Source: an optimization exercise on an open RTL-to-GDS flow (aim: small area, a short achievable clock period and few clock cycles per item). Production flows keep margins and buffers that such runs may drop.
No activity file was given, so power comes from the tool's default toggle rates.

==> flow/design.v <==
module emu_cpu (
    input  wire        clk,
    input  wire        rst,
    input  wire        tick,
    input  wire        warm,
    output reg         busy,
    output reg         done,
    output reg         mem_re,
    output reg         mem_we,
    output reg  [15:0] mem_addr,
    output wire [7:0]  mem_wdata,
    input  wire [7:0]  mem_rdata,
    output reg  [15:0] pc,
    output reg  [7:0]  a,
    output wire [7:0]  p,
    output reg         halted,
    output reg  [31:0] total_cycles
);
    localparam [15:0] BOOT_PC      = 16'h8000;
    localparam [15:0] RESET_VECTOR = 16'hFFFC;
    localparam [1:0] E_OP  = 2'd0,
                     E_IMM = 2'd1,
                     E_LO  = 2'd2,
                     E_HI  = 2'd3;
    reg        run;         
    reg        fin;         
    reg [7:0]  lo;
    reg [1:0]  e;
    reg        is_jmp;      
    reg        is_sta;      
    reg        wflag;       
    reg        arr_q;       
    reg        ea_q;        
    reg        data_q;      
    reg        match_q;     
    reg [2:0]  pend;        
    reg [10:0] frame;
    reg        ge1364;      
    reg        ge1362;      
    reg        zf, nf;
    assign p         = {nf, 5'b00000, zf, 1'b0};
    assign mem_wdata = a;
    wire arr     = arr_q & ~match_q;
    wire arr_op  = arr & (e == E_OP);
    wire arr_imm = arr & (e == E_IMM);
    wire arr_lo  = arr & (e == E_LO);
    wire arr_hi  = arr & (e == E_HI);
    wire exh     = halted | ge1364 | (pend[1] & ge1362);
    wire stop    = arr_op & exh;
    wire exec    = arr_op & ~exh;
    wire jmp_hi  = arr_hi & is_jmp;
    wire ea_hi   = arr_hi & ~is_jmp;
    wire stream  = ~ea_q & ~stop & ~jmp_hi;
    wire [7:0] d = mem_rdata;
    wire op_imm  = (d == 8'hA9);
    wire op_lda  = (d == 8'hAD);
    wire op_sta  = (d == 8'h8D);
    wire op_jmp  = (d == 8'h4C);
    wire op_nop  = (d == 8'hEA);
    wire op_brk  = (d == 8'h00);
    reg [2:0] cost;
    always @(*) begin
        cost = 3'd0;
        if (op_imm | op_nop) cost = 3'd2;
        if (op_lda | op_sta) cost = 3'd4;
        if (op_jmp)          cost = 3'd3;
        if (op_brk)          cost = 3'd7;
    end
    wire [10:0] frame_nx = frame + {8'd0, pend};
    wire [15:0] ar_inc   = mem_addr + 16'd1;
    wire [15:0] f_inc    = pc + 16'd1;
    wire end_op  = run & (stop | (jmp_hi & wflag));
    wire end_now = end_op & ~(ea_q & ~is_sta) & ~wflag;
    always @(posedge clk) begin
        if (rst) begin
            run          <= 1'b0;
            fin          <= 1'b0;
            busy         <= 1'b0;
            done         <= 1'b0;
            mem_re       <= 1'b0;
            mem_we       <= 1'b0;
            mem_addr     <= BOOT_PC;
            pc           <= BOOT_PC;
            a            <= 8'h00;
            zf           <= 1'b0;
            nf           <= 1'b0;
            halted       <= 1'b0;
            total_cycles <= 32'd0;
            arr_q        <= 1'b0;
            ea_q         <= 1'b0;
            data_q       <= 1'b0;
            match_q      <= 1'b0;
            pend         <= 3'd0;
        end else begin
            done         <= 1'b0;
            fin          <= 1'b0;
            frame        <= frame_nx;
            ge1364       <= (frame_nx >= 11'd1364);
            ge1362       <= (frame_nx >= 11'd1362);
            total_cycles <= total_cycles + {29'd0, pend};
            pend         <= exec ? cost : 3'd0;
            arr_q        <= run & stream & ~end_op;
            ea_q         <= run & ea_hi;
            mem_we       <= run & ea_hi & is_sta;
            mem_re       <= ~(run & ea_hi & is_sta);
            data_q       <= ea_q & ~is_sta;
            match_q      <= ea_hi & is_sta & ({d, lo} == mem_addr);
            if (run) begin
                if (stop | (ea_q & match_q))
                    mem_addr <= pc;
                else if (arr_hi)
                    mem_addr <= {d, lo};
                else if (ea_q)
                    mem_addr <= f_inc;
                else
                    mem_addr <= ar_inc;
                if (stream)
                    pc <= mem_addr;
            end
            if (fin & wflag)
                pc <= mem_addr;
            if (arr_imm | data_q) begin
                a  <= d;
                zf <= (d == 8'h00);
                nf <= d[7];
            end
            if (arr_lo)
                lo <= d;
            if (exec) begin
                if (op_imm)
                    e <= E_IMM;
                if (op_lda | op_sta | op_jmp)
                    e <= E_LO;
                is_jmp <= op_jmp;
                is_sta <= op_sta;
                if (op_brk)
                    halted <= 1'b1;
            end
            if (arr_imm)
                e <= E_OP;
            if (arr_lo)
                e <= E_HI;
            if (arr_hi)
                e <= E_OP;
            if (!busy) begin
                if (tick) begin
                    frame  <= 11'd0;
                    ge1364 <= 1'b0;
                    ge1362 <= 1'b0;
                    e      <= E_OP;
                    wflag  <= 1'b0;
                    busy   <= 1'b1;
                    if (halted)
                        fin <= 1'b1;
                    else
                        run <= 1'b1;
                end else if (warm) begin
                    mem_addr <= RESET_VECTOR;
                    e        <= E_LO;
                    is_jmp   <= 1'b1;
                    wflag    <= 1'b1;
                    busy     <= 1'b1;
                    run      <= 1'b1;
                end
            end
            if (end_op) begin
                run <= 1'b0;
                if (end_now) begin
                    busy <= 1'b0;
                    done <= 1'b1;
                end else begin
                    fin <= 1'b1;
                end
            end
            if (fin) begin
                busy <= 1'b0;
                done <= 1'b1;
            end
        end
    end
endmodule
export LEC_CHECK = 0
export ABC_AREA = 1
export CAP_MARGIN = 20
export CORE_MARGIN = 2
export CORE_UTILIZATION = 40
export PLACE_DENSITY = 0.6
export SETUP_SLACK_MARGIN = 2.9
export SLEW_MARGIN = 20
create_clock -name core_clock -period 5.0 [get_ports {clk}]
standard.sh (not shown) runs the stock make flow with config.mk's settings and CLKGATE_MAP_FILE= SYNTH_SCRIPT=/design/flow/synth_recipe.tcl, a recipe that flattens the netlist after the stock synthesis.
==> flow/flow/run.sh <==
#!/bin/bash
# Standard layout, with every port buffered by sky130_fd_sc_hd__buf_1.
set -euo pipefail
bash standard.sh BUFFER_PORTS_ARGS="-buffer_cell sky130_fd_sc_hd__buf_1" finish > standard.log 2>&1
Change:
--- a/flow/design.v
+++ b/flow/design.v
@@ -14,7 +14,7 @@
     output reg  [7:0]  a,
     output wire [7:0]  p,
     output reg         halted,
-    output reg  [31:0] total_cycles
+    output wire [31:0] total_cycles
 );
     localparam [15:0] BOOT_PC      = 16'h8000;
     localparam [15:0] RESET_VECTOR = 16'hFFFC;
@@ -35,8 +35,10 @@
     reg        match_q;     
     reg [2:0]  pend;        
     reg [10:0] frame;
-    reg        ge1364;      
-    reg        ge1362;      
+    reg        exh;         
+    reg [7:0]  tlo;         
+    reg [23:0] thi;         
+    reg        tc_q;        
     reg        zf, nf;
     assign p         = {nf, 5'b00000, zf, 1'b0};
     assign mem_wdata = a;
@@ -45,7 +47,7 @@
     wire arr_imm = arr & (e == E_IMM);
     wire arr_lo  = arr & (e == E_LO);
     wire arr_hi  = arr & (e == E_HI);
-    wire exh     = halted | ge1364 | (pend[1] & ge1362);
+    assign total_cycles = {thi, tlo};
     wire stop    = arr_op & exh;
     wire exec    = arr_op & ~exh;
     wire jmp_hi  = arr_hi & is_jmp;
@@ -66,11 +68,21 @@
         if (op_jmp)          cost = 3'd3;
         if (op_brk)          cost = 3'd7;
     end
-    wire [10:0] frame_nx = frame + {8'd0, pend};
+    reg ge_a, ge_b;
+    always @(*) begin
+        case (pend)
+            3'd2:    begin ge_a = (frame >= 11'd1362); ge_b = (frame >= 11'd1360); end
+            3'd3:    begin ge_a = (frame >= 11'd1361); ge_b = (frame >= 11'd1359); end
+            3'd4:    begin ge_a = (frame >= 11'd1360); ge_b = (frame >= 11'd1358); end
+            3'd7:    begin ge_a = (frame >= 11'd1357); ge_b = (frame >= 11'd1355); end
+            default: begin ge_a = (frame >= 11'd1364); ge_b = (frame >= 11'd1362); end
+        endcase
+    end
+    wire exh_nx = halted | (exec & op_brk) | ge_a | (exec & op_nop & ge_b);
+    wire [8:0] tlo_nx = {1'b0, tlo} + {6'd0, pend};
     wire [15:0] ar_inc   = mem_addr + 16'd1;
     wire [15:0] f_inc    = pc + 16'd1;
     wire end_op  = run & (stop | (jmp_hi & wflag));
-    wire end_now = end_op & ~(ea_q & ~is_sta) & ~wflag;
     always @(posedge clk) begin
         if (rst) begin
             run          <= 1'b0;
@@ -85,7 +97,9 @@
             zf           <= 1'b0;
             nf           <= 1'b0;
             halted       <= 1'b0;
-            total_cycles <= 32'd0;
+            tlo          <= 8'd0;
+            thi          <= 24'd0;
+            tc_q         <= 1'b0;
             arr_q        <= 1'b0;
             ea_q         <= 1'b0;
             data_q       <= 1'b0;
@@ -94,10 +108,12 @@
         end else begin
             done         <= 1'b0;
             fin          <= 1'b0;
-            frame        <= frame_nx;
-            ge1364       <= (frame_nx >= 11'd1364);
-            ge1362       <= (frame_nx >= 11'd1362);
-            total_cycles <= total_cycles + {29'd0, pend};
+            frame        <= frame + {8'd0, pend};
+            exh          <= exh_nx;
+            tlo          <= tlo_nx[7:0];
+            tc_q         <= tlo_nx[8];
+            thi          <= thi + {23'd0, tc_q};
+            lo           <= d;
             pend         <= exec ? cost : 3'd0;
             arr_q        <= run & stream & ~end_op;
             ea_q         <= run & ea_hi;
@@ -124,8 +140,6 @@
                 zf <= (d == 8'h00);
                 nf <= d[7];
             end
-            if (arr_lo)
-                lo <= d;
             if (exec) begin
                 if (op_imm)
                     e <= E_IMM;
@@ -145,8 +159,7 @@
             if (!busy) begin
                 if (tick) begin
                     frame  <= 11'd0;
-                    ge1364 <= 1'b0;
-                    ge1362 <= 1'b0;
+                    exh    <= 1'b0;
                     e      <= E_OP;
                     wflag  <= 1'b0;
                     busy   <= 1'b1;
@@ -165,12 +178,7 @@
             end
             if (end_op) begin
                 run <= 1'b0;
-                if (end_now) begin
-                    busy <= 1'b0;
-                    done <= 1'b1;
-                end else begin
-                    fin <= 1'b1;
-                end
+                fin <= 1'b1;
             end
             if (fin) begin
                 busy <= 1'b0;
- sequential share of layout area increases by 0.58 points
- area after synthesis increases by about 0.44%
- power decreases by about 0.46%
- core utilization decreases by 1.2 points
- register-to-register slack improved by 170 ps
- combinational power increases by about 3%
- clock power is about the same
- hold slack got worse by 32 ps
- synthesized cell count increases by 2.5%
- wire length increases by about 2.6%
- sequential power is about the same
- non-clock buffer count decreases by 8
- cell count increases by 1.2%
- final area decreases by about 2.4%
Function was not checked in any run of this note: the RTL went through the layout flow alone.

-- port drivers added, routing unchanged --
How much do the figures lean on ideal ports? The routed layouts below were timed once more, with nothing changed but the port constraints.
Step 1, drivers: a clkbuf_16 drives clk and a buf_2 each remaining input, both assumed.
Step 2 moves the port delays by t, midway between the first and last clock arrival at a register: inputs arrive t later, outputs are due t later. That takes back most of the time a late clock gives input paths.
a / b / c = no drivers / after step 1 / after step 2; a / b = the first two.
run	shift t [ns]	setup slack, ns	worst setup path at the end
the first run	0.453	2.804 / 2.804 / 2.625	input to register
the second run	0.462	2.957 / 2.915 / 2.554	input to register
After both steps setup and hold are still met in every run listed. For the second run, which loses most, drivers alone change the setup slack by -0.042 ns; drivers and shift together by -0.403 ns.
